From an optimization exercise on the open Yosys and OpenROAD flow, aimed at small area, a short achievable clock period and few clock cycles; shortcuts taken in it are not production practice.
Function was not checked in any run shown here: the RTL went through the layout flow alone.
Power and IR drop assume default switching activity.

==> design/flow/design.v <==
module stele_codec (
    input  wire        clk,
    input  wire        rst,
    input  wire        cmd_valid,
    output wire        cmd_ready,
    input  wire        cmd_op,         
    input  wire [31:0] pal0,
    input  wire [31:0] pal1,
    input  wire [31:0] pal2,
    input  wire [1:0]  pal_n,
    input  wire [15:0] width,
    input  wire [15:0] height,
    input  wire [31:0] npix,
    input  wire        px_valid,
    output wire        px_ready,
    input  wire [31:0] px_data,
    output wire        bo_valid,
    input  wire        bo_ready,
    output wire [7:0]  bo_data,
    input  wire        bi_valid,
    output wire        bi_ready,
    input  wire        bi_eos,
    input  wire [7:0]  bi_data,
    output wire        po_valid,
    input  wire        po_ready,
    output wire [31:0] po_data,
    output wire        busy,
    output reg         done,
    output reg         err,
    output wire [3:0]  err_kind,
    output reg  [2:0]  err_detail
);
    localparam [2:0] S_IDLE = 3'd0;
    localparam [2:0] S_PAL  = 3'd1;    
    localparam [2:0] S_DHDR = 3'd2;    
    localparam [2:0] S_MUL  = 3'd3;    
    localparam [2:0] S_EVAL = 3'd4;    
    localparam [2:0] S_EHDR = 3'd5;    
    localparam [2:0] S_ENC  = 3'd6;    
    localparam [2:0] S_DEC  = 3'd7;    
    reg  [2:0]  state;
    reg  [2:0]  kind_r;
    assign err_kind = {1'b0, kind_r};
    reg         op_r;
    reg  [31:0] p0, p1, p2;
    reg  [1:0]  paln_r;
    wire        is3 = paln_r[0];
    reg  [31:0] rem;          
    reg  [3:0]  k;            
    reg         mm;           
    reg         ver_ok;
    reg  [31:0] sr;
    reg  [13:0] am;
    wire [7:0]  g    = sr[7:0];
    wire [7:0]  prev = sr[15:8];
    wire [7:0]  cnt  = sr[23:16];
    wire [5:0]  acc  = sr[29:24];
    wire [1:0]  fl   = sr[31:30];
    wire        gv   = am[0];
    wire        fin  = am[1];
    wire        uerr = am[2];
    wire [7:0]  bb   = sr[7:0];
    wire [7:0]  lb   = sr[15:8];
    wire [1:0]  f    = sr[17:16];
    wire        bv   = sr[20];
    wire        lv   = sr[21];
    wire        eos  = sr[22];
    wire        rm   = sr[23];
    wire        hl   = sr[24];
    wire st_idle = (state == S_IDLE);
    wire st_pal  = (state == S_PAL);
    wire st_dhdr = (state == S_DHDR);
    wire st_ehdr = (state == S_EHDR);
    wire st_enc  = (state == S_ENC);
    wire st_dec  = (state == S_DEC);
    reg         rz;           
    reg         ov;
    reg  [2:0]  os;
    wire [31:0] cx = st_pal ? (k[0] ? p2 : p1) : px_data;
    wire e0 = (p0 == cx);
    wire e1 = (p1 == cx);
    wire e2 = (p2 == cx);
    wire m2 = is3 & e2;
    wire px_mapped = e0 | e1 | m2;
    wire [1:0] px_code = e0 ? 2'd0 : (e1 ? 2'd1 : 2'd2);
    wire [15:0] w_r = sr[15:0];
    wire [15:0] h_r = sr[31:16];
    reg        dims_bad;
    reg [2:0]  dims_detail;
    always @(*) begin
        dims_bad    = 1'b1;
        dims_detail = 3'd0;
        if (w_r[15:2] == 14'd0)      dims_detail = 3'd2;
        else if (w_r[1:0] != 2'b00)  dims_detail = 3'd3;
        else if (h_r[15:2] == 14'd0) dims_detail = 3'd4;
        else if (h_r[1:0] != 2'b00)  dims_detail = 3'd5;
        else                         dims_bad    = 1'b0;
    end
    wire        hbit  = h_r[k + 4'd2];
    wire [14:0] msum  = {1'b0, am} + (hbit ? {1'b0, w_r[15:2]} : 15'd0);
    wire        nbit  = rem[k + 5'd4];
    wire        size_ok = !mm && (am == rem[31:18]) && (rem[3:0] == 4'd0);
    wire ext = (((prev[7:4] == 4'h0) && (g == 8'h00)) ||
                ((prev[7:4] == 4'h5) && (g == 8'h55))) && (cnt != 8'hFF);
    wire [7:0] rec_byte = (cnt != 8'd0) ? (prev | 8'hC0) : prev;
    reg [1:0] cur;
    always @(*) begin
        case (f)
            2'd0:    cur = bb[1:0];
            2'd1:    cur = bb[3:2];
            2'd2:    cur = bb[5:4];
            default: cur = bb[7:6];
        endcase
    end
    wire esc  = (cur == 2'd3);
    wire oor  = (cur == 2'd2) && !is3;
    wire over = (rem[31:10] == 22'd0) && (rem[9:0] <= {lb, 2'b00});
    wire [2:0] cur_oh = {cur == 2'd2, cur == 2'd1, cur == 2'd0};
    wire       free   = !ov || po_ready;           
    assign busy      = !st_idle;
    assign cmd_ready = st_idle;
    assign px_ready  = st_enc && !rz && !uerr && !(gv && rem[1:0] == 2'd1);
    assign bo_valid  = st_ehdr || (st_enc && fl != 2'd0);
    assign bo_data   = st_ehdr ? ((k == 4'd0) ? 8'h01 : sr[7:0]) :
                       (fl == 2'd2) ? cnt : rec_byte;
    assign bi_ready  = st_dhdr || (st_dec && !eos && !lv);
    assign po_valid  = st_dec && ov;
    assign po_data   = ({32{os[0]}} & p0) | ({32{os[1]}} & p1) | ({32{os[2]}} & p2);
    wire px_take = px_valid && px_ready;
    wire bi_take = bi_valid && bi_ready;
    wire bi_push = bi_take && !bi_eos;
    task finish(input [2:0] kind, input [2:0] detail);
        begin
            state      <= S_IDLE;
            done       <= (kind == 3'd0);
            err        <= (kind != 3'd0);
            kind_r     <= kind;
            err_detail <= detail;
        end
    endtask
    task dec_refill;
        begin
            sr[17:16] <= 2'd0;                        
            if (lv) begin
                sr[7:0] <= lb;
                sr[20]  <= 1'b1;                      
                sr[21]  <= 1'b0;                      
            end else if (bi_push) begin
                sr[7:0] <= bi_data;
                sr[20]  <= 1'b1;
            end else
                sr[20]  <= 1'b0;
        end
    endtask
    task dec_look;
        begin
            if (bi_push) begin
                sr[15:8] <= bi_data;                  
                sr[21]   <= 1'b1;                     
            end
        end
    endtask
    always @(posedge clk) begin
        if (rst) begin
            state      <= S_IDLE;
            done       <= 1'b0;
            err        <= 1'b0;
            kind_r     <= 3'd0;
            err_detail <= 3'd0;
        end else begin
            case (state)
                S_IDLE: begin
                    if (cmd_valid) begin
                        op_r   <= cmd_op;
                        p0     <= pal0;
                        p1     <= pal1;
                        p2     <= pal2;
                        paln_r <= pal_n;
                        sr     <= {height, width};
                        rem    <= npix;
                        k      <= 4'd0;
                        state  <= S_PAL;
                    end
                end
                S_PAL: begin
                    k <= k + 4'd1;
                    if (!k[0])
                        mm <= e0 | m2;                  
                    else begin
                        k  <= 4'd0;
                        am <= 14'd0;
                        mm <= 1'b0;
                        if (!paln_r[1])
                            finish(3'd1, 3'd4);
                        else if (mm || (is3 && e0))     
                            finish(3'd1, 3'd3);
                        else if (op_r)
                            state <= S_DHDR;
                        else
                            state <= S_MUL;
                    end
                end
                S_DHDR: begin
                    if (bi_valid) begin
                        if (bi_eos)
                            finish(3'd6, 3'd3);
                        else begin
                            k <= k + 4'd1;
                            if (k == 4'd0)
                                ver_ok <= (bi_data == 8'h01);
                            else
                                sr <= {bi_data, sr[31:8]};
                            if (k == 4'd4) begin
                                k     <= 4'd0;
                                state <= S_MUL;
                            end
                        end
                    end
                end
                S_MUL: begin
                    k  <= k + 4'd1;
                    am <= msum[14:1];
                    if (msum[0] != nbit)
                        mm <= 1'b1;
                    if (k == 4'd13)
                        state <= S_EVAL;
                end
                S_EVAL: begin
                    k <= 4'd0;
                    if (op_r && !ver_ok)
                        finish(3'd4, 3'd1);
                    else if (dims_bad)
                        finish(3'd4, dims_detail);
                    else if (!size_ok)
                        finish(3'd5, 3'd0);
                    else if (op_r) begin
                        sr[17:16] <= 2'd0;              
                        sr[24:20] <= 5'd0;              
                        ov        <= 1'b0;
                        rz        <= 1'b0;
                        state     <= S_DEC;
                    end else
                        state     <= S_EHDR;
                end
                S_EHDR: begin
                    if (bo_ready) begin
                        k <= k + 4'd1;
                        if (k != 4'd0)
                            sr <= {bi_data, sr[31:8]};
                        if (k == 4'd4) begin
                            sr[15:8]  <= 8'hFF;         
                            sr[23:16] <= 8'd0;          
                            sr[31:30] <= 2'd0;          
                            am[2:0]   <= 3'd0;          
                            rz        <= 1'b0;
                            state     <= S_ENC;
                        end
                    end
                end
                S_ENC: begin
                    if (px_take) begin
                        if (!px_mapped)
                            am[2] <= 1'b1;              
                        else begin
                            rem        <= rem - 32'd1;
                            rz         <= (rem == 32'd1);
                            sr[29:24]  <= {px_code, acc[5:2]};
                            if (rem[1:0] == 2'd1) begin
                                sr[7:0] <= {px_code, acc};
                                am[0]   <= 1'b1;        
                            end
                        end
                    end
                    if (fl == 2'd0) begin
                        if (gv) begin
                            if (ext) begin
                                sr[23:16] <= cnt + 8'd1;
                                am[0]     <= 1'b0;
                            end else if (prev == 8'hFF) begin
                                sr[15:8]  <= g;
                                am[0]     <= 1'b0;
                            end else
                                sr[31:30] <= 2'd1;
                        end else if (rz || uerr) begin
                            if (uerr)
                                finish(3'd2, 3'd0);
                            else if (fin)
                                finish(3'd0, 3'd0);
                            else begin
                                am[1]     <= 1'b1;      
                                sr[31:30] <= 2'd1;
                            end
                        end
                    end else if (bo_ready) begin
                        if (fl == 2'd1 && cnt != 8'd0)
                            sr[31:30] <= 2'd2;
                        else begin
                            sr[31:30] <= 2'd0;
                            sr[15:8]  <= g;             
                            sr[23:16] <= 8'd0;          
                            am[0]     <= 1'b0;
                        end
                    end
                end
                S_DEC: begin
                    if (bi_take && bi_eos)
                        sr[22] <= 1'b1;                           
                    if (free)
                        ov <= 1'b0;
                    if (rm) begin
                        if (free) begin
                            ov  <= 1'b1;
                            rem <= rem - 32'd1;
                            rz  <= (rem == 32'd1);
                            {sr[7:0], sr[17:16]} <= {bb, f} - 10'd1;
                        end
                        if (free && {bb, f} == 10'd1) begin
                            sr[23] <= 1'b0;                       
                            dec_refill;
                        end else
                            dec_look;
                    end else if (bv) begin
                        if (esc) begin
                            if (lv) begin
                                if (free) begin
                                    if (!hl)
                                        finish(3'd3, 3'd2);
                                    else if (over)
                                        finish(3'd6, 3'd2);
                                    else begin
                                        ov  <= 1'b1;
                                        rem <= rem - 32'd1;
                                        rz  <= (rem == 32'd1);
                                        sr[21]    <= 1'b0;        
                                        sr[20]    <= 1'b0;        
                                        sr[23]    <= (lb != 8'd0);    
                                        sr[7:0]   <= lb;
                                        sr[17:16] <= 2'd0;
                                    end
                                end
                            end else begin
                                dec_look;
                                if (eos && free)
                                    finish(3'd6, 3'd4);
                            end
                        end else if (free) begin
                            if (oor)
                                finish(3'd3, 3'd1);
                            else if (rz)
                                finish(3'd6, 3'd2);
                            else begin
                                ov        <= 1'b1;
                                os        <= cur_oh;
                                rem       <= rem - 32'd1;
                                rz        <= (rem == 32'd1);
                                sr[24]    <= 1'b1;                
                                sr[17:16] <= f + 2'd1;
                                if (f == 2'd3)
                                    dec_refill;
                                else
                                    dec_look;
                            end
                        end else
                            dec_look;
                    end else begin
                        if (bi_push) begin
                            sr[7:0]   <= bi_data;
                            sr[20]    <= 1'b1;
                            sr[17:16] <= 2'd0;
                        end
                        if (eos && free) begin
                            if (rz)
                                finish(3'd0, 3'd0);
                            else
                                finish(3'd6, 3'd1);
                        end
                    end
                end
                default: state <= S_IDLE;
            endcase
        end
    end
endmodule
==> design/flow/run.sh <==
#!/bin/bash
# synth_recipe.tcl (not shown) runs the flow's synth.tcl, then flattens the netlist and writes it again
# the make line also repeats each setting of config.mk as NAME=value (left out here)
make -C /OpenROAD-flow-scripts/flow DESIGN_CONFIG=/design/flow/config.mk WORK_HOME=/design/flow/orfs CLKGATE_MAP_FILE= SYNTH_SCRIPT=/design/flow/synth_recipe.tcl finish
==> design/flow/config.mk <==
export PLATFORM = sky130hd
export DESIGN_NAME = stele_codec
export DESIGN_NICKNAME = stele_codec
export VERILOG_FILES = /design/flow/design.v
export SDC_FILE = /design/flow/constraint.sdc
export NUM_CORES = 4
export LEC_CHECK = 0
export ABC_CLOCK_PERIOD_IN_PS = 3000
export CAP_MARGIN = 20
export CORE_MARGIN = 2
export CORE_UTILIZATION = 40
export SETUP_SLACK_MARGIN = 5
export SLEW_MARGIN = 20
==> design/flow/constraint.sdc <==
create_clock -name core_clock -period 10.0 [get_ports {clk}]
set_input_delay 2.0000 -clock core_clock [delete_from_list [all_inputs] [get_ports {clk}]]
set_output_delay 2.0000 -clock core_clock [all_outputs]
set_load 0.01 [all_outputs]
==> Implementation_results.wiki, run 1 <==
{| class="wikitable"
! Metric !! Value
|-
| Result of the run || no timing/DRC/antenna violations
|-
| Number of antenna-violating nets in the routed design || 0
|-
| Port-buffer cells || 264
|-
| Skew final || 16.9 ps
|-
| Type of element launching the critical path || flip-flop
|-
| Floorplan die area || 0.0391 mm²
|-
| Nature of the critical path endpoint || output port
|-
| Total inserted antenna cells || 0
|-
| Syn Area/Cell || 9.00 µm²
|-
| CTS sink cnt || 199
|-
| Number of search-and-repair iterations in the first detailed-routing pass || 6
|-
| Drc violations || 0
|-
| Net Count, Synth || 1915
|-
| Endpoints failing setup || 0
|-
| Pin slew with the least headroom to its limit || 987 ps
|-
| Worst path required time || 8000 ps
|-
| Total leakage power || 6.69 nW
|-
| Layout cells sized above 1 || 5.95%
|-
| Placed cells || 2331
|-
| Number of buffers created by CTS || 17
|-
| Power per cell area || 216 mW/mm²
|-
| Share of the clock period used by the worst path || 48.6%
|-
| Primary FF master, synth || sky130_fd_sc_hd__edfxtp_1
|-
| Initial core utilization || 40.8%
|-
| Initial antenna violation count || 3
|-
| EDFF count, synth || 188
|-
| Worst slew margin || 33.7%
|-
| HPWL reported at the end of detailed placement || 47300 µm
|-
| Net count reported at finish || 2134
|-
| Source-to-sink clock delay at the later pin of the worst-skew pair || 470 ps
|-
| Average routed wire per standard cell || 26.3 µm
|-
| Vias in the first global route || 14600
|-
| Gr ovfl total || 0
|-
| Initial DRC Count || 1644
|-
| Length in cells of the worst reg-to-reg path || 16
|-
| Hold Vio Cnt, Final || 0
|-
| Count of different cell masters after synthesis || 80
|-
| Row Count || 70
|-
| Boundary pin count || 266
|-
| Chip Width || 198 µm
|-
| Number of cells traversed by the worst hold path || 2
|-
| Total wire length || 62300 µm
|-
| Worst R2R Setup Slack || 5170 ps
|-
| Number of non-filler instances in the completed layout || 2368
|-
| Max-cap viol count || 0
|-
| Final standard cell utilization of the core || 51.1%
|-
| Reg clk slew, reported paths || 80 ps
|-
| Die span in y || 198 µm
|-
| GRT Total Usage || 31.6%
|-
| Max-slew violations || 0
|-
| Vias per std cell || 6.19
|-
| Async set or reset register ratio after synthesis || 0%
|-
| Max clock buf depth || 2
|-
| Seq cells post-synth || 199
|-
| Pin count of the biggest net entering global routing || 75
|-
| Crit Path Max Fanout || 15
|-
| Fmax achieved || 206 MHz
|-
| Final worst hold slack || 504 ps
|-
| Global placement routability congestion || 0.989
|-
| Total design power || 4.06 mW
|-
| Area of the core || 0.0368 mm²
|-
| Cell area after synthesis || 0.0150 mm²
|-
| Post-route setup TNS || 0 ps
|-
| Data arrival time of the critical path || 2860 ps
|-
| Via count || 14700
|-
| Worst supply voltage drop on vdd || 0.127 mV
|-
| Post-Synthesis Cells || 1668
|-
| Worst setup path category || reg2out
|-
| Global-route wire length before repair || 91400 µm
|-
| Layout area overhead || 25.3%
|-
| CTS tree || built
|-
| Tightest Hold Check Type || reg2reg
|-
| Warnings, synthesis || 1
|-
| Proportion of synthesized chip area in sequential cells || 39.1%
|-
| Deepest level of the CTS H-tree || 4
|-
| RSZ-0062 raised after global routing || true
|-
| Final critical-path required period || 4860 ps
|-
| Buffer type at the clock tree root || sky130_fd_sc_hd__clkbuf_16
|}
-- area by class of cell --
| cell class | count | area [µm²] |
|---|---|---|
| Fill cell | 3544 | 18000 |
| Timing Repair Buffer | 297 | 2900 |
| Multi-Input combinational cell | 1272 | 8490 |
| Clock inverter | 11 | 98.8 |
| Sequential cell | 199 | 5870 |
| Inverter | 100 | 379 |
| Tap cell | 468 | 586 |
| Clock buffer | 21 | 483 |
-- cell usage after synthesis (all sizes together) (7+ instances only) --
master,n,area share [%]
edfxtp,188,38
nor2,148,3.7
o21ai,143,4.8
nand2,138,3.5
xnor2,119,6.9
inv,100,2.5
a21oi,83,2.8
clkbuf,76,1.9
nor3,57,2.0
mux2i,53,3.5
xor2,49,2.9
nand3,42,1.4
a222oi,35,2.3
ha,35,2.9
nor4,33,1.4
o22ai,33,1.4
nor2b,29,1.2
a31oi,27,1.1
nand4,24,1.0
buf,21,0.68
a221oi,18,1.1
a22oi,15,0.75
and3,14,0.58
a211oi,13,0.65
dfxtp,11,1.5
nand2b,11,0.46
a21o,8,0.40
and2,8,0.33
mux2,8,0.60
mux4,8,1.2
or2,8,0.33
or3,8,0.33
a2111oi,7,0.58
o22a,7,0.41
-- through the flow --
step                worst slack, ps  instance area (µm²)
finish                         5140                18800
CTS                            4850                18700
global placement               4370                18100
floorplan                      5260                15000
detailed placement             4200                18100
global route                   4840                18800
-- cell families (layout without fill, tap and decap cells) --
kind of cell / after synthesis / in the layout / share of synthesized area (%)
AO/OA/AOI/OAI: 450 / 450 / 19.8
AND/OR/NAND/NOR: 548 / 548 / 17.9
other: 1 / 1 / 0.0250
flip-flops: 199 / 199 / 39.1
XOR/XNOR: 168 / 168 / 9.80
multiplexers: 69 / 69 / 5.34
adder cells (fa/ha/maj): 36 / 36 / 3.05
buffers and inverters: 197 / 429 / 5.09
-- layout by cell type, fill, tap and decap left out, drive strengths merged, types with 7 or more instances in the layout --
master	instances
nor3	57
clkdlybuf4s50	264
a211oi	13
and2	8
a22oi	15
a221oi	18
nand3	42
xor2	49
a21o	8
or3	8
nor2	148
xnor2	119
nor2b	29
a21oi	83
o22ai	33
a31oi	27
buf	33
o21ai	143
mux2	8
mux4	8
edfxtp	188
clkbuf	21
nand4	24
a2111oi	7
nand2	138
ha	35
mux2i	53
nor4	33
o22a	7
a222oi	35
dfxtp	11
nand2b	11
inv	107
and3	14
or2	8
-- flip-flops by register name, summed over array words and instances (netlist names), 2 cells and up --
signal	count
paln_r	2
p0	32
err_detail	3
p2	32
os	3
kind_r	3
k	4
state	3
p1	32
sr	32
am	14
rem	32
-- worst max-delay path, stage by stage (launching register included) --
cell                              delay (ps)
sky130_fd_sc_hd__edfxtp_1                380
sky130_fd_sc_hd__buf_4                   300
sky130_fd_sc_hd__clkinvlp_4              180
sky130_fd_sc_hd__ha_1                    250
sky130_fd_sc_hd__nor3b_2                 190
sky130_fd_sc_hd__nor2_4                  280
sky130_fd_sc_hd__nand2_1                  90
sky130_fd_sc_hd__o21ai_0                 130
sky130_fd_sc_hd__clkdlybuf4s50_1         580
-- per-layer routing --
layer	routed length [µm]	global-route usage (%)
met1	24400	38.7
met4	2910	15.0
met5	46	0
met3	4900	6.20
met2	30000	53.6
-- worst paths after layout --
kind | endpoint | from
max | bo_data[7] | k[0]
min | kind_r[1] | kind_r[1]
max reg2reg | am[13] | k[0]
min reg2reg | kind_r[1] | kind_r[1]
-- timing repair --
item,4_1_cts,5_1_grt
buffers inserted,1,4
endpoints found under the hold margin,0,0
setup endpoints to repair,61,61
hold buffers,0,0
pin swaps,1,1
gates cloned,0,0
resized for setup,9,11
-- power by group --
part	total, mW	switching (mW)	internal, mW
clock	0.717	0.360	0.358
combinational	1.98	1.18	0.791
sequential	1.37	0.254	1.11
==> inputs of run 2 (changes only) <==
==> design/flow/config.mk (replaced) <==
export PLATFORM = sky130hd
export DESIGN_NAME = stele_codec
export DESIGN_NICKNAME = stele_codec
export VERILOG_FILES = /design/flow/design.v
export SDC_FILE = /design/flow/constraint.sdc
export NUM_CORES = 4
export LEC_CHECK = 0
export CAP_MARGIN = 20
export CORE_MARGIN = 2
export CORE_UTILIZATION = 40
export SLEW_MARGIN = 20
==> run 2 against run 1 <==
Net effect: still clean on timing, DRC and antenna; design area fell by 0.63%; die area did not move; hold slack got worse by 6.7 ps; clock-buffer cell count fell by 4; core utilization fell by 0.32 points; area after synthesis did not move; maximum frequency fell by 15%; setup slack got worse by 830 ps; sequential power barely moved; combinational power fell by 2%; non-clock buffer count fell by 6; critical endpoint is now px_ready.
==> Implementation_results.wiki, run 2 <==
{| class="wikitable"
! Metric !! Value
|-
| Result of the run || no timing/DRC/antenna violations
|-
| P_int || 2.23 mW
|-
| Number of hold buffers added after cts || 0
|-
| Number of antenna-violating nets in the routed design || 0
|-
| Crit Path Max Fanout || 43
|-
| Destination of the worst hold path || kind_r[1]
|-
| Share of the clock period used by the worst path || 57.0%
|-
| Buffer type at the clock tree root || sky130_fd_sc_hd__clkbuf_16
|-
| Die span in y || 198 µm
|-
| Fmax achieved || 175 MHz
|-
| Chip Width || 198 µm
|-
| Total inserted antenna cells || 0
|-
| Synth top area share || 37.6%
|-
| Max-slew violations || 0
|-
| Most used cell along the critical path || sky130_fd_sc_hd__buf_4
|-
| Reg clk slew, reported paths || 80 ps
|-
| EDFF count, synth || 188
|-
| Pin count of the biggest net entering global routing || 65
|-
| Total leakage power || 6.66 nW
|-
| Area of the core || 0.0368 mm²
|-
| Final critical-path setup slack || 4300 ps
|-
| Leading cell types in the layout, fill and taps excluded || 264 x sky130_fd_sc_hd__clkdlybuf4s50_1, 188 x sky130_fd_sc_hd__edfxtp_1, 147 x sky130_fd_sc_hd__nor2_1, 141 x sky130_fd_sc_hd__o21ai_0, 138 x sky130_fd_sc_hd__nand2_1
|-
| Length in cells of the worst reg-to-reg path || 16
|-
| Worst path required time || 8000 ps
|-
| CTS sink cnt || 199
|-
| Gr ovfl total || 0
|-
| Worst R2R Setup Slack || 4470 ps
|-
| Critical path's top delay family || buffers and inverters
|-
| Primary FF master, synth || sky130_fd_sc_hd__edfxtp_1
|-
| Critical path cell sequence || buf_4, inv_1, buf_4, nor2_1, nand2_1, a2111oi_0, clkdlybuf4s50_1
|-
| Data arrival time of the critical path || 3700 ps
|-
| Final standard cell utilization of the core || 50.8%
|-
| Terminus of the critical flop-to-flop path || am[13]
|-
| Max-cap viol count || 0
|-
| Share of power burned in the clock network || 17.9%
|-
| Vias per std cell || 6.20
|-
| Vias in the first global route || 14400
|-
| Post-Synthesis Cells || 1668
|-
| Power per cell area || 215 mW/mm²
|-
| Switching portion of total power || 44.6%
|-
| Deepest level of the CTS H-tree || 4
|-
| Seq cells post-synth || 199
|-
| Critical path's slowest cell || sky130_fd_sc_hd__a2111oi_0
|-
| Syn Area/Cell || 9.00 µm²
|-
| Floorplan die area || 0.0391 mm²
|-
| Total design power || 4.02 mW
|-
| Worst R2R Start || k[1]
|-
| Most common cell in the netlist || sky130_fd_sc_hd__edfxtp_1
|-
| Async set or reset register ratio after synthesis || 0%
|-
| Final critical-path required period || 5700 ps
|-
| Worst supply voltage drop on vdd || 0.122 mV
|-
| Fillcell total || 3499
|-
| Stage delay of the slowest cell on the critical path || 990 ps
|-
| Worst slew margin || 27.5%
|-
| Post-route setup TNS || 0 ps
|-
| Drc violations || 0
|-
| Tightest Hold Check Type || reg2reg
|-
| Skew final || 11.1 ps
|-
| Leading cell type in the layout, fill and taps excluded || sky130_fd_sc_hd__clkdlybuf4s50_1
|-
| Via count || 14600
|-
| Count of different cell masters after synthesis || 80
|-
| Post-CTS Setup Bufs || 0
|-
| Cell area after synthesis || 0.0150 mm²
|-
| Count of instances resized after the clock tree is built || 0
|-
| Hold Vio Cnt, Final || 0
|-
| Net Count, Synth || 1915
|-
| Number of search-and-repair iterations in the first detailed-routing pass || 6
|-
| Final non-filler cell area || 0.0187 mm²
|-
| Proportion of synthesized chip area in sequential cells || 39.1%
|-
| Initial core utilization || 40.8%
|-
| Net count reported at finish || 2128
|-
| Layout area overhead || 24.5%
|-
| Number of cells traversed by the worst hold path || 2
|-
| Row Count || 70
|-
| Most used standard cells in the synthesized netlist || 188 x sky130_fd_sc_hd__edfxtp_1, 148 x sky130_fd_sc_hd__nor2_1, 141 x sky130_fd_sc_hd__o21ai_0, 138 x sky130_fd_sc_hd__nand2_1, 119 x sky130_fd_sc_hd__xnor2_1
|-
| Boundary pin count || 266
|-
| HPWL reported at the end of detailed placement || 47600 µm
|-
| Number of buffers created by CTS || 17
|-
| Layout cells sized above 1 || 5.07%
|-
| Initial antenna violation count || 0
|-
| Cell types occupying the most area after synthesis || sky130_fd_sc_hd__edfxtp_1 38%, sky130_fd_sc_hd__xnor2_1 6.9%, sky130_fd_sc_hd__o21ai_0 4.7%, sky130_fd_sc_hd__nor2_1 3.7%, sky130_fd_sc_hd__mux2i_1 3.5%
|-
| Hold path startpoint || kind_r[1]
|-
| Global placement routability congestion || 0.971
|-
| Warnings, synthesis || 1
|-
| Library cell occupying the most area in the post-synthesis netlist || sky130_fd_sc_hd__edfxtp_1
|-
| Max clock buf depth || 2
|-
| Average routed wire per standard cell || 26.3 µm
|-
| Nature of the critical path endpoint || output port
|-
| Worst slack at placement || 4300 ps
|-
| RSZ-0062 raised after global routing || false
|-
| Sequential group share of total power || 33.8%
|-
| Global-route wire length before repair || 90800 µm
|-
| Type of element launching the critical path || flip-flop
|-
| Pin slew with the least headroom to its limit || 1080 ps
|-
| Source-to-sink clock delay at the later pin of the worst-skew pair || 470 ps
|-
| Port-buffer cells || 264
|-
| Switching power || 1.79 mW
|-
| WP buf/inv || 4
|-
| Worst setup path category || reg2out
|-
| GRT Total Usage || 31.6%
|-
| Total wire length || 62000 µm
|-
| Endpoints failing setup || 0
|-
| Combinational share of power || 48.3%
|-
| CTS tree || built
|-
| Total placed instance area || 0.0181 mm²
|-
| Initial DRC Count || 1667
|}
==> run 2: cells by family after synthesis <==
group	share of synthesized area [%]
simple gates	17.9
compound gates	19.8
flops	39.1
buf+inv	5.09
xor+xnor	9.80
mux	5.34
fa+ha+maj	3.05
other cells	0.0250
==> run 2: cell type report <==
cell class / instances / area [µm²] / share of cell area [%]
multi-input cells: 1272 / 8400 / 45.0
inverters: 100 / 375 / 2.01
well taps: 468 / 586 / 3.13
flip-flops and latches: 199 / 5870 / 31.4
clock inverters: 15 / 175 / 0.937
clock buffers: 17 / 425 / 2.28
repair buffers: 291 / 2860 / 15.3
==> run 2: worst max path at each step <==
| stage | from | endpoint | slack, ps | depth (start not counted) |
|---|---|---|---|---|
| finish | state[1] | px_ready | 4300 | 7 |
| floorplan | rst | op_r | 2900 | 3 |
| detailed placement | px_data[31] | kind_r[0] | 4300 | 10 |
| global route | k[1] | am[13] | 4070 | 16 |
| global placement | px_data[8] | err_detail[0] | 4430 | 10 |
| CTS | state[1] | px_ready | 4370 | 7 |
==> run 2: power by group through the flow <==
stage,logic [mW],registers (mW),clock network (mW)
floorplan,1.32,1.24,0
global placement,1.89,1.37,0
detailed placement,1.90,1.37,0
CTS,1.91,1.35,0.735
global route,2.10,1.37,0.761
finish,1.94,1.36,0.720
==> run 2: worst register-to-register path, cell delays in order, from the launching register on <==
cell and delay, ps:
sky130_fd_sc_hd__edfxtp_1 670, sky130_fd_sc_hd__ha_1 300, sky130_fd_sc_hd__xor2_1 300, sky130_fd_sc_hd__mux2_2 380
sky130_fd_sc_hd__a21oi_1 840, sky130_fd_sc_hd__nor2b_1 130, sky130_fd_sc_hd__ha_1 270, sky130_fd_sc_hd__fa_1 420
sky130_fd_sc_hd__a21o_1 180, sky130_fd_sc_hd__a21oi_1 220, sky130_fd_sc_hd__o21bai_1 120, sky130_fd_sc_hd__a2111oi_0 590
sky130_fd_sc_hd__o41a_1 300, sky130_fd_sc_hd__o21ai_0 150, sky130_fd_sc_hd__a21o_1 200, sky130_fd_sc_hd__a21oi_1 140
sky130_fd_sc_hd__nor2_1 60
==> run 2: per-stage QoR <==
| step | hold WS, ps | cells |
|---|---|---|
| 2_1_floorplan | 492 | 1668 |
| 3_3_place_gp | 485 | 2329 |
| 3_5_place_dp | 492 | 2329 |
| 4_1_cts | 506 | 2361 |
| 5_1_grt | 531 | 2362 |
| 6_report | 498 | 2362 |
==> run 2: metal layers <==
| layer | track usage (%) | vias up | wire length [µm] |
|---|---|---|---|
| li1 | - | 6668 | - |
| met1 | 38.4 | 6989 | 24000 |
| met2 | 54.0 | 822 | 30100 |
| met3 | 6.35 | 159 | 5200 |
| met4 | 14.0 | 0 | 2780 |
| met5 | 0 | - | 0 |
==> inputs of run 3 (changes only) <==
--- a/design/flow/design.v
+++ b/design/flow/design.v
@@ -76,7 +76,8 @@
     reg         rz;           
     reg         ov;
     reg  [2:0]  os;
-    wire [31:0] cx = st_pal ? (k[0] ? p2 : p1) : px_data;
+    wire [31:0] cx = px_data;
+    wire dup = (p0 == p1) || (is3 && ((p0 == p2) || (p1 == p2)));
     wire e0 = (p0 == cx);
     wire e1 = (p1 == cx);
     wire e2 = (p2 == cx);
@@ -183,22 +184,17 @@
                     end
                 end
                 S_PAL: begin
-                    k <= k + 4'd1;
-                    if (!k[0])
-                        mm <= e0 | m2;                  
-                    else begin
-                        k  <= 4'd0;
-                        am <= 14'd0;
-                        mm <= 1'b0;
-                        if (!paln_r[1])
-                            finish(3'd1, 3'd4);
-                        else if (mm || (is3 && e0))     
-                            finish(3'd1, 3'd3);
-                        else if (op_r)
-                            state <= S_DHDR;
-                        else
-                            state <= S_MUL;
-                    end
+                    k  <= 4'd0;
+                    am <= 14'd0;
+                    mm <= 1'b0;
+                    if (!paln_r[1])
+                        finish(3'd1, 3'd4);
+                    else if (dup)
+                        finish(3'd1, 3'd3);
+                    else if (op_r)
+                        state <= S_DHDR;
+                    else
+                        state <= S_MUL;
                 end
                 S_DHDR: begin
                     if (bi_valid) begin
==> design/flow/flow/run.sh (new file) <==
#!/bin/bash
# Layout flow: the standard ORFS flow, with the port buffers that
# buffer_ports inserts made plain sky130 buffers.
set -euo pipefail
export BUFFER_PORTS_ARGS="-buffer_cell sky130_fd_sc_hd__buf_1"
bash standard.sh finish > standard_flow.log 2>&1
==> design/flow/standard.sh (new file) <==
#!/bin/bash
# synth_recipe.tcl (not shown) runs the flow's synth.tcl, then flattens the netlist and writes it again
# the make line also repeats each setting of config.mk as NAME=value (left out here)
make -C /OpenROAD-flow-scripts/flow DESIGN_CONFIG=/design/flow/config.mk WORK_HOME=/design/flow/orfs CLKGATE_MAP_FILE= SYNTH_SCRIPT=/design/flow/synth_recipe.tcl "${@:-finish}"
--- a/design/flow/config.mk
+++ b/design/flow/config.mk
@@ -5,7 +5,9 @@
 export SDC_FILE = /design/flow/constraint.sdc
 export NUM_CORES = 4
 export LEC_CHECK = 0
+export ABC_CLOCK_PERIOD_IN_PS = 3000
 export CAP_MARGIN = 20
 export CORE_MARGIN = 2
 export CORE_UTILIZATION = 40
+export SETUP_SLACK_MARGIN = 5
 export SLEW_MARGIN = 20
removed: design/flow/run.sh
==> run 3 against run 2 <==
Net effect: routed wire length decreased by 13%; register-to-register slack gained 880 ps; clock power is 2% lower; total power shrank 2.2%; still clean; global-route usage is 3.2 points lower; sequential power increased by 9%; via count shrank 7.5%; highest routed layer unchanged.
==> Implementation_results.wiki, run 3 <==
{| class="wikitable"
! Metric !! Value
|-
| Library cell occupying the most area in the post-synthesis netlist || sky130_fd_sc_hd__edfxtp_1
|-
| Pin count of the biggest net entering global routing || 76
|-
| Reg clk slew, reported paths || 80 ps
|-
| Post-Synthesis Cells || 1532
|-
| Boundary pin count || 266
|-
| Final standard cell utilization of the core || 46.6%
|-
| Gr ovfl total || 0
|-
| Initial antenna violation count || 7
|-
| Skew final || 15.9 ps
|-
| Leading cell type in the layout, fill and taps excluded || sky130_fd_sc_hd__buf_1
|-
| Proportion of synthesized chip area in sequential cells || 40.4%
|-
| Primary FF master, synth || sky130_fd_sc_hd__edfxtp_1
|-
| Worst supply voltage drop on vdd || 0.155 mV
|-
| Stage delay of the slowest cell on the critical path || 580 ps
|-
| Critical path cell sequence || buf_4, nor2b_1, buf_4, nand2_1, a2111oi_2, buf_1
|-
| HPWL reported at the end of detailed placement || 41400 µm
|-
| Fillcell total || 3531
|-
| Power per cell area || 237 mW/mm²
|-
| Number of buffers created by CTS || 17
|-
| Async set or reset register ratio after synthesis || 0%
|-
| CTS sink cnt || 199
|-
| Global-route wire length before repair || 81300 µm
|-
| Multi-input logic area || 0.00813 mm²
|-
| Floorplan die area || 0.0379 mm²
|-
| Cell types occupying the most area after synthesis || sky130_fd_sc_hd__edfxtp_1 39%, sky130_fd_sc_hd__xor2_1 9.3%, sky130_fd_sc_hd__xnor2_1 6.3%, sky130_fd_sc_hd__nor2_1 3.4%, sky130_fd_sc_hd__nand2_1 3.4%
|-
| Critical path's slowest cell || sky130_fd_sc_hd__a2111oi_2
|-
| Result of the run || no timing/DRC/antenna violations
|-
| Syn Area/Cell || 9.49 µm²
|-
| Chip Width || 195 µm
|-
| Warnings, synthesis || 1
|-
| Deepest level of the CTS H-tree || 4
|-
| Post-route setup TNS || 0 ps
|-
| Leading cell types in the layout, fill and taps excluded || 264 x sky130_fd_sc_hd__buf_1, 188 x sky130_fd_sc_hd__edfxtp_1, 154 x sky130_fd_sc_hd__xor2_1, 130 x sky130_fd_sc_hd__nor2_1, 129 x sky130_fd_sc_hd__nand2_1
|-
| EDFF count, synth || 188
|-
| Global placement routability congestion || 1.01
|-
| Row Count || 69
|-
| Worst slew margin || 22.2%
|-
| Via count || 13500
|-
| Max-slew violations || 0
|-
| GRT Total Usage || 28.3%
|-
| Max-cap viol count || 0
|-
| Number of hold buffers added after cts || 0
|-
| Nature of the critical path endpoint || output port
|-
| Worst path required time || 8000 ps
|-
| Net Count, Synth || 1778
|-
| Synth top area share || 38.8%
|-
| Final non-filler cell area || 0.0166 mm²
|-
| Pin slew with the least headroom to its limit || 1160 ps
|-
| RSZ-0062 raised after global routing || true
|-
| Type of element launching the critical path || flip-flop
|-
| Hold Vio Cnt, Final || 0
|-
| Buffer type at the clock tree root || sky130_fd_sc_hd__clkbuf_16
|-
| Total leakage power || 5.70 nW
|-
| Cell area after synthesis || 0.0145 mm²
|-
| Tightest Hold Check Type || reg2reg
|-
| Port-buffer cells || 264
|-
| Count of different cell masters after synthesis || 82
|-
| Endpoints failing setup || 0
|-
| Vias in the first global route || 13100
|-
| Vias per std cell || 6.06
|-
| Worst setup path category || reg2out
|-
| Placed cells || 2194
|-
| Number of search-and-repair iterations in the first detailed-routing pass || 9
|-
| Most common cell in the netlist || sky130_fd_sc_hd__edfxtp_1
|-
| Source-to-sink clock delay at the later pin of the worst-skew pair || 470 ps
|-
| Max clock buf depth || 2
|-
| Initial core utilization || 40.8%
|-
| Most used cell along the critical path || sky130_fd_sc_hd__buf_4
|-
| Total wire length || 54200 µm
|-
| Seq cells post-synth || 199
|-
| Layout cells sized above 1 || 6.11%
|-
| Final critical-path required period || 4870 ps
|-
| Drc violations || 0
|-
| Fmax achieved || 206 MHz
|-
| Total placed instance area || 0.0159 mm²
|-
| Share of the clock period used by the worst path || 48.7%
|-
| Net count reported at finish || 2001
|-
| Most used standard cells in the synthesized netlist || 188 x sky130_fd_sc_hd__edfxtp_1, 154 x sky130_fd_sc_hd__xor2_1, 133 x sky130_fd_sc_hd__nor2_1, 130 x sky130_fd_sc_hd__nand2_1, 105 x sky130_fd_sc_hd__xnor2_1
|-
| Register area || 0.00587 mm²
|-
| Layout area overhead || 14.2%
|-
| Crit Path Max Fanout || 45
|-
| Area of the core || 0.0357 mm²
|-
| Average routed wire per standard cell || 24.3 µm
|-
| Number of non-filler instances in the completed layout || 2235
|-
| Die span in y || 195 µm
|-
| CTS tree || built
|-
| Data arrival time of the critical path || 2870 ps
|-
| Final worst hold slack || 453 ps
|-
| Initial DRC Count || 1674
|-
| Number of antenna-violating nets in the routed design || 0
|}
## run 3: what timing repair did
| item | 4_1_cts | 5_1_grt |
|---|---|---|
| setup buffers | 0 | 3 |
| gates resized for setup | 2 | 3 |
| endpoints found under the setup margin | 8 | 13 |
## run 3: final cells by class
| class | count | area share, % |
|---|---|---|
| clock buffers | 18 | 2.58 |
| inverters | 72 | 1.63 |
| well taps | 461 | 3.47 |
| repair buffers | 286 | 6.96 |
| multi-input cells | 1179 | 49.0 |
| clock inverters | 14 | 0.935 |
| diodes | 6 | 0.0904 |
| flip-flops and latches | 199 | 35.3 |
## run 3: path summary, 6_finish.rpt
check                           slack, ps     start        to  cells after the start
worst max-delay path                 5130  state[1]  px_ready                      6
worst min register to register        450       err       err                      2
worst max register to register       5350      k[1]    am[11]                     14
worst min-delay path                  450       err       err                      2
## run 3: power by group
group / internal [mW] / total (mW) / switching, mW
sequential: 1.15 / 1.48 / 0.324
combinational: 0.664 / 1.75 / 1.08
clock: 0.335 / 0.704 / 0.369
## run 3: metrics by stage
stage	power, mW	setup WS, ps
3_5_place_dp	3.17	4970
5_1_grt	4.15	4990
4_1_cts	3.89	5010
6_report	3.93	5130
2_1_floorplan	2.59	5050
3_3_place_gp	3.17	5070
## run 3: cell families (layout without fill, tap and decap cells)
family	count (synthesis)	count (layout)	synth area share, %
flops	199	199	40.4
mux	28	28	2.76
simple gates	531	531	18.6
other cells	1	7	0.0258
buf+inv	154	390	4.12
fa+ha+maj	35	35	3.07
compound gates	325	325	15.5
xor+xnor	259	259	15.6
## run 3: critical path, delay by kind of cell, from the launching register on
| family | cells | cell delay [ps] |
|---|---|---|
| buffers and inverters | 3 | 990 |
| AO/OA/AOI/OAI | 1 | 580 |
| AND/OR/NAND/NOR | 2 | 490 |
| flip-flops | 1 | 310 |
## run 3: metal layers
layer	part of all wire (%)	track usage, %	wire length (µm)	vias up
met2	46	44.6	25100	796
met3	9.1	5.85	4950	112
met4	3.6	12.8	1940	0
met1	41	37.5	22200	6475
li1	-	-	-	6164
met5	0	0	0	-
==> inputs of run 4 (changes only) <==
==> design/flow/flow/run.sh (replaced) <==
#!/bin/bash
# Layout flow: the standard ORFS flow, with the port buffers that
# buffer_ports inserts made plain sky130 buffers.
set -euo pipefail
export BUFFER_PORTS_ARGS="-buffer_cell sky130_fd_sc_hd__buf_2"
bash standard.sh finish > standard_flow.log 2>&1
==> run 4 against run 3 <==
Net effect: synthesized cell count unchanged; design area rose by 2.0%; combinational power rose by 3%; first-iteration DRC count rose by 5.5%; register-to-register slack gained 60 ps; hold slack better by 9.2 ps; maximum frequency increased by 0.83%; setup slack better by 40 ps; sequential power hardly changed.
==> Implementation_results.wiki, run 4 <==
{| class="wikitable"
! Metric !! Value
|-
| Initial core utilization || 40.8%
|-
| Total design power || 4.00 mW
|-
| Number of antenna-violating nets in the routed design || 0
|-
| Nature of the critical path endpoint || output port
|-
| Endpoints failing setup || 0
|-
| Power per cell area || 236 mW/mm²
|-
| Vias per std cell || 6.08
|-
| Number of cells traversed by the worst hold path || 2
|-
| Seq cells post-synth || 199
|-
| Routing layer with the top usage in global route || met2
|-
| Reg clk slew, reported paths || 80 ps
|-
| Source-to-sink clock delay at the later pin of the worst-skew pair || 470 ps
|-
| Max-cap viol count || 0
|-
| Average routed wire per standard cell || 25.2 µm
|-
| Chip Width || 195 µm
|-
| Deepest level of the CTS H-tree || 4
|-
| Async set or reset register ratio after synthesis || 0%
|-
| Terminus of the critical flop-to-flop path || am[11]
|-
| Share of the clock period used by the worst path || 48.3%
|-
| Max clock buf depth || 2
|-
| Total leakage power || 6.42 nW
|-
| Pin count of the biggest net entering global routing || 67
|-
| Number of hold buffers added after cts || 0
|-
| Global-route wire length before repair || 84400 µm
|-
| Destination of the worst hold path || err
|-
| Proportion of synthesized chip area in sequential cells || 40.4%
|-
| Pin slew with the least headroom to its limit || 990 ps
|-
| Layout area overhead || 16.6%
|-
| Hold Vio Cnt, Final || 0
|-
| Post-Synthesis Cells || 1532
|-
| Area of the core || 0.0357 mm²
|-
| Leading cell type in the layout, fill and taps excluded || sky130_fd_sc_hd__buf_2
|-
| Leading cell types in the layout, fill and taps excluded || 264 x sky130_fd_sc_hd__buf_2, 188 x sky130_fd_sc_hd__edfxtp_1, 154 x sky130_fd_sc_hd__xor2_1, 131 x sky130_fd_sc_hd__nor2_1, 129 x sky130_fd_sc_hd__nand2_1
|-
| Worst R2R Setup Slack || 5410 ps
|-
| Cell types occupying the most area after synthesis || sky130_fd_sc_hd__edfxtp_1 39%, sky130_fd_sc_hd__xor2_1 9.3%, sky130_fd_sc_hd__xnor2_1 6.3%, sky130_fd_sc_hd__nor2_1 3.4%, sky130_fd_sc_hd__nand2_1 3.4%
|-
| Die span in y || 195 µm
|-
| Number of buffers created by CTS || 17
|-
| CTS tree || built
|-
| Number of search-and-repair iterations in the first detailed-routing pass || 9
|-
| Final critical-path required period || 4830 ps
|-
| Net Count, Synth || 1778
|-
| Layout cells sized above 1 || 21.2%
|-
| CTS sink cnt || 199
|-
| Tightest Hold Check Type || reg2reg
|-
| Floorplan die area || 0.0379 mm²
|-
| Skew final || 17.6 ps
|-
| Most used standard cells in the synthesized netlist || 188 x sky130_fd_sc_hd__edfxtp_1, 154 x sky130_fd_sc_hd__xor2_1, 133 x sky130_fd_sc_hd__nor2_1, 130 x sky130_fd_sc_hd__nand2_1, 105 x sky130_fd_sc_hd__xnor2_1
|-
| Result of the run || no timing/DRC/antenna violations
|-
| Vias in the first global route || 13200
|-
| Boundary pin count || 266
|-
| Count of different cell masters after synthesis || 82
|-
| Net count reported at finish || 2003
|-
| Gr ovfl total || 0
|-
| Total wire length || 56500 µm
|-
| Fmax achieved || 207 MHz
|-
| HPWL reported at the end of detailed placement || 43600 µm
|-
| Initial antenna violation count || 8
|-
| Worst R2R Start || k[2]
|-
| Initial DRC Count || 1766
|-
| Worst slew margin || 33.5%
|-
| Buffer type at the clock tree root || sky130_fd_sc_hd__clkbuf_16
|-
| Row Count || 69
|-
| Data arrival time of the critical path || 2830 ps
|-
| RSZ-0062 raised after global routing || false
|-
| Fillcell total || 3441
|-
| Most common cell in the netlist || sky130_fd_sc_hd__edfxtp_1
|-
| Worst supply voltage drop on vdd || 0.164 mV
|-
| Syn Area/Cell || 9.49 µm²
|-
| Synth top area share || 38.8%
|-
| Max-slew violations || 0
|-
| Port-buffer cells || 264
|-
| Post-route setup TNS || 0 ps
|-
| Warnings, synthesis || 1
|-
| Cell area after synthesis || 0.0145 mm²
|-
| Worst path required time || 8000 ps
|-
| Type of element launching the critical path || flip-flop
|-
| Global placement routability congestion || 1.04
|-
| Met2 track utilization from global routing || 46.3%
|-
| Library cell occupying the most area in the post-synthesis netlist || sky130_fd_sc_hd__edfxtp_1
|-
| Primary FF master, synth || sky130_fd_sc_hd__edfxtp_1
|-
| GR Layer Usage met3 || 5.40%
|-
| Via count || 13600
|-
| Drc violations || 0
|-
| Hold path startpoint || err
|-
| GRT Total Usage || 29.5%
|-
| Met1 GRT Util || 39.2%
|-
| Crit Path Max Fanout || 45
|-
| Length in cells of the worst reg-to-reg path || 14
|-
| Worst setup path category || reg2out
|-
| EDFF count, synth || 188
|}
run 4: kinds of logic after synthesis:
logic type	Yosys count	synth area share (%)
xor+xnor	259	15.6
simple gates	531	18.6
buf+inv	154	4.12
other cells	1	0.0258
mux	28	2.76
compound gates	325	15.5
flops	199	40.4
fa+ha+maj	35	3.07
run 4: worst max path at each step:
stage / from / end / slack, ps / cells past startpoint
final: state[1] / px_ready / 5170 / 6
after global routing: k[0] / am[11] / 5010 / 14
after CTS: k[1] / bo_data[0] / 5010 / 6
after detailed placement: k[1] / am[11] / 4920 / 14
after global placement: k[1] / am[11] / 5010 / 14
after floorplan: px_data[19] / rem[0] / 5050 / 7
run 4: routing by layer:
layer / part of all wire, % / wire (µm)
met3: 8.7 / 4900
met4: 4.4 / 2510
met5: 0 / 0
met2: 46 / 25800
met1: 41 / 23300
run 4: worst max-delay path: stages, from the launching register on:
cell and delay [ps]:
sky130_fd_sc_hd__dfxtp_1 310, sky130_fd_sc_hd__buf_4 420, sky130_fd_sc_hd__nor2b_1 200, sky130_fd_sc_hd__buf_4 250
sky130_fd_sc_hd__nand2_1 320, sky130_fd_sc_hd__a2111oi_2 560, sky130_fd_sc_hd__buf_2 260
run 4: through the flow:
stage               util (%)  hold WS, ps  worst slack (ps)  instances  area (µm²)
floorplan                  -          467              5050       1532       14500
finish                  47.5          462              5170       2239       16900
global placement        45.7          448              5010       2193       16300
detailed placement      45.7          456              4920       2193       16300
global route            47.5          476              5010       2237       16900
CTS                     47.3          468              5010       2225       16800
run 4: report_power, final:
part / internal [mW] / leakage (nW) / switching (mW)
Combinational: 0.691 / 4.31 / 1.11
Clock: 0.351 / 0.276 / 0.359
Sequential: 1.15 / 1.83 / 0.332
Total: 2.20 / 6.42 / 1.80
run 4: area by class of cell:
cell class / instances / area (µm²) / area share [%]
Antenna cell: 8 / 20.0 / 0.118
Clock buffer: 18 / 429 / 2.53
Clock inverter: 14 / 139 / 0.820
Inverter: 72 / 270 / 1.60
Multi-Input combinational cell: 1179 / 8130 / 48.0
Sequential cell: 199 / 5870 / 34.6
Tap cell: 461 / 577 / 3.41
Timing Repair Buffer: 288 / 1500 / 8.86
run 4: repair_timing:
action / 4_1_cts / 5_1_grt
buffers inserted: 0 / 6
endpoints found under the setup margin: 4 / 14
gates resized for setup: 2 / 4

[separate check: timing with driven ports]
How much do the figures lean on ideal ports? The routed layouts below were timed once more, with nothing changed but the port constraints. Step 1: set_driving_cell puts a clkbuf_16 on clk and a buf_2 on each other input, an assumption about the parent block. Step 2 adds t to the input delays and takes it off the output delays; t is the mean of the earliest and latest rising clock arrival at the registers after step 1. Input paths then give back, and output paths get back, about the clock's delay inside the block. Slacks: ideal / step 1 / step 2; pairs: ideal / step 1.
| run | t (ns) | setup WS [ns] | latest minus earliest clock arrival (ns) |
|---|---|---|---|
| run 1 | 0.520 | 5.135 / 5.081 / 4.682 | 0.016 / 0.017 |
| run 2 | 0.528 | 4.300 / 4.242 / 4.158 | 0.011 / 0.011 |
| run 3 | 0.517 | 5.134 / 5.081 / 5.125 | 0.016 / 0.016 |
| run 4 | 0.515 | 5.174 / 5.120 / 5.051 | 0.018 / 0.018 |
After both steps every run listed still meets setup and hold. For run 1, which loses most, drivers alone change the setup slack by -0.054 ns; drivers and shift together by -0.453 ns.
